Context: an optimization exercise on an open-source flow, tuned for small area, a short achievable clock period and few clock cycles. The choices shown serve that exercise and are no tape-out recipe.
Where RTL was checked, it was by simulation tests only, not by an equivalence proof against the original.
No activity file was given, so power comes from the tool's default toggle rates.

## rk_gpio
module rk_gpio (
    input              clk,
    input              rst,
    input              cmd_valid,
    output             cmd_ready,
    input      [31:0]  cmd_desc,
    input      [31:0]  cmd_data,
    output             rsp_valid,
    output     [2:0]   rsp_status,
    output     [31:0]  rsp_data,
    output             disp_valid,
    output     [7:0]   disp_irq,
    output             disp_exit,
    input      [63:0]  pad_in,
    output     [63:0]  pad_out,
    output     [63:0]  pad_oe,
    output     [63:0]  pull_en,
    output     [1:0]   bank_irq
);
    localparam ST_OK = 3'd0, ST_RANGE = 3'd1, ST_TRIG = 3'd2, ST_PULL = 3'd3,
               ST_MALFORMED = 3'd5, ST_INVREG = 3'd6, ST_GATED = 3'd7;
    wire [7:0]  op  = cmd_desc[31:24];
    wire [3:0]  fa  = cmd_desc[23:20];
    wire [3:0]  fz  = cmd_desc[19:16];
    wire [15:0] pin = cmd_desc[15:0];
    wire [7:0]  fb  = cmd_desc[15:8];
    wire [7:0]  fr  = cmd_desc[7:0];
    wire o_rd   = (op == 8'h01), o_wr  = (op == 8'h02), o_sb  = (op == 8'h03);
  ...
export LEC_CHECK = 0
export CAP_MARGIN = 20
export CORE_MARGIN = 2
export CORE_UTILIZATION = 50
export CTS_BUF_LIST = sky130_fd_sc_hd__clkbuf_16
export CTS_CLUSTER_DIAMETER = 100
export CTS_CLUSTER_SIZE = 20
export SLEW_MARGIN = 20
create_clock -name core_clock -period 10.0 [get_ports {clk}]
standard.sh (not shown) runs the stock make flow with config.mk's settings and CLKGATE_MAP_FILE= SYNTH_SCRIPT=/design/flow/synth_recipe.tcl, a recipe that flattens the netlist after the stock synthesis.
==> flow/flow/run.sh <==
#!/bin/bash
# The standard layout (the standard.sh, unchanged synthesis), with a timing
# repair target below the clock period, port buffers that are plain buffers,
# and cell sizing not held to the same footprint.
set -euo pipefail
bash standard.sh synth > synth.log 2>&1
bash standard.sh SETUP_SLACK_MARGIN=6.7 MATCH_CELL_FOOTPRINT=0 \
    "BUFFER_PORTS_ARGS=-buffer_cell sky130_fd_sc_hd__buf_1" finish > layout.log 2>&1
The first run completed without violations.
Testbench counts at the start, summed over its fixed seeds: cycles 5,593.
Rerun with:
--- a/flow/flow/run.sh
+++ b/flow/flow/run.sh
@@ -7 +7 @@
-bash standard.sh SETUP_SLACK_MARGIN=6.7 MATCH_CELL_FOOTPRINT=0 \
+bash standard.sh SETUP_SLACK_MARGIN=6.8 MATCH_CELL_FOOTPRINT=0 \
Area after synthesis is unchanged.
Worst setup slack improved by 3.0 ps.
Routed wire length climbs by 2.6%.
Critical path depth is unchanged.
Global-route usage is higher by 1.4 points.
Clock-buffer cell count stays the same.
Rerun with:
--- a/flow/flow/run.sh
+++ b/flow/flow/run.sh
@@ -7 +7 @@
-bash standard.sh SETUP_SLACK_MARGIN=6.8 MATCH_CELL_FOOTPRINT=0 \
+bash standard.sh SETUP_SLACK_MARGIN=6.7 MATCH_CELL_FOOTPRINT=0 \
--- a/flow/config.mk
+++ b/flow/config.mk
@@ -10 +10 @@
-export CORE_UTILIZATION = 50
+export CORE_UTILIZATION = 55
The changed run finished clean.
Power barely changes.
Combinational power drops by about 4%.
Sequential cell count is unchanged.
Cell area drops by about 2.4%.
Count of clock-buffer cells in the layout climbs by 1.
Setup slack is worse by 37 ps.
Via count drops by about 0.75%.

========
Another version of the RTL of rk_gpio (not shown whole).
Size: about 910 flip-flops, ~370 I/O pins, ~0.047 sq mm of cells after synthesis.
==> flow/config.mk <==
export PLATFORM = sky130hd
export DESIGN_NAME = rk_gpio
export DESIGN_NICKNAME = rk_gpio
export VERILOG_FILES = /design/flow/design.v
export SDC_FILE = /design/flow/constraint.sdc
export NUM_CORES = 8
export LEC_CHECK = 0
export CAP_MARGIN = 20
export CORE_MARGIN = 2
export CORE_UTILIZATION = 50
export SLEW_MARGIN = 20
==> flow/constraint.sdc <==
create_clock -name core_clock -period 10.0 [get_ports {clk}]
set_input_delay 2.0000 -clock core_clock [delete_from_list [all_inputs] [get_ports {clk}]]
set_output_delay 2.0000 -clock core_clock [all_outputs]
set_load 0.01 [all_outputs]
==> flow/flow/run.sh <==
#!/bin/bash
# The standard layout (the standard.sh, unchanged synthesis), with a timing
# repair target below the clock period, port buffers that are plain buffers,
# and cell sizing not held to the same footprint.
set -euo pipefail
bash standard.sh synth > synth.log 2>&1
bash standard.sh SETUP_SLACK_MARGIN=6.5 MATCH_CELL_FOOTPRINT=0 \
    "BUFFER_PORTS_ARGS=-buffer_cell sky130_fd_sc_hd__buf_2" finish > layout.log 2>&1
The first run produced a clean layout.
Change:
--- a/flow/flow/run.sh
+++ b/flow/flow/run.sh
@@ -5,4 +5,4 @@
 set -euo pipefail
 bash standard.sh synth > synth.log 2>&1
-bash standard.sh SETUP_SLACK_MARGIN=6.5 MATCH_CELL_FOOTPRINT=0 \
+bash standard.sh SETUP_SLACK_MARGIN=6.8 MATCH_CELL_FOOTPRINT=0 \
     "BUFFER_PORTS_ARGS=-buffer_cell sky130_fd_sc_hd__buf_2" finish > layout.log 2>&1
Die area stays the same.
Register-to-register slack is better by 0.28 ns.
Sequential cell count does not change.
Core utilization rises by 3.5 points.
Worst hold slack stays flat.
Sequential power is about the same.
First-iteration DRC count is higher slightly.
Power climbs by a few percent.
Global-route usage rises by 0.41 points.
Cell area rises by a few percent.
Count of clock-buffer cells in the layout increases by 10.
Change:
==> flow/run.sh (new file) <==
#!/bin/bash
# synth_recipe.tcl (not shown) runs the flow's synth.tcl, then flattens the netlist and writes it again
# the make line also repeats each setting of config.mk as NAME=value (left out here)
make -C /OpenROAD-flow-scripts/flow DESIGN_CONFIG=/design/flow/config.mk WORK_HOME=/design/flow/orfs CLKGATE_MAP_FILE= SYNTH_SCRIPT=/design/flow/synth_recipe.tcl finish
Settings changed: SETUP_SLACK_MARGIN set to 5.
removed: flow/flow/run.sh
removed: flow/standard.sh
Result: The new run finished with timing, DRC and antenna clean; sequential share of layout area went up by 1.7 points; maximum frequency went down by a quarter to a third; total power went down slightly; via count went down by a few percent; clock power went up by a few percent; final cell count went down by a few percent; utilization went down by 2.4 points; sequential power barely changes; global-route usage went down by 0.98 points; combinational power went down by roughly a tenth; design area went down by a few percent.
No run of this note included a check of the RTL's function; only the layout flow was run.

-- port drivers added, routing unchanged --
The results above use ideal ports. As a check the final layouts listed here were re-extracted and re-timed, cells and wires unchanged.
Step 1 sets driving cells, clkbuf_16 on the clock port and buf_2 on the other inputs (assumed; they add their load-dependent delay and slew).
Step 2 also shifts input and output timing later by t, the mid clock arrival at the registers, as if the neighbouring blocks saw the same clock.
Slacks: ideal / step 1 / step 2; pairs: ideal / step 1.
| run | shift t [ns] | slack for setup (ns) | worst hold slack (ns) | worst setup path at the end | worst data-port slew with drivers (ns) |
|---|---|---|---|---|---|
| the first run of note 1 | 0.764 | 6.548 / 6.471 / 5.995 | 0.434 / 0.434 / 0.434 | input to register | 0.04 |
| the second run of note 1 | 0.740 | 6.551 / 6.477 / 6.090 | 0.456 / 0.456 / 0.456 | input to register | 0.06 |
| the third run of note 1 | 0.744 | 6.514 / 6.438 / 5.965 | 0.408 / 0.408 / 0.408 | input to register | 0.07 |
| the first run of note 2 | 0.769 | 6.342 / 6.342 / 5.962 | 0.476 / 0.476 / 0.476 | input to register | 0.06 |
| the second run of note 2 | 0.788 | 6.494 / 6.417 / 6.168 | 0.474 / 0.474 / 0.474 | input to register | 0.05 |
| the third run of note 2 | 0.778 | 5.193 / 5.193 / 5.193 | 0.484 / 0.484 / 0.484 | register to register | 0.05 |
After both steps every run listed still meets setup and hold. For the first run of note 1, which loses most, drivers alone change the setup slack by -0.077 ns; drivers and shift together by -0.553 ns.
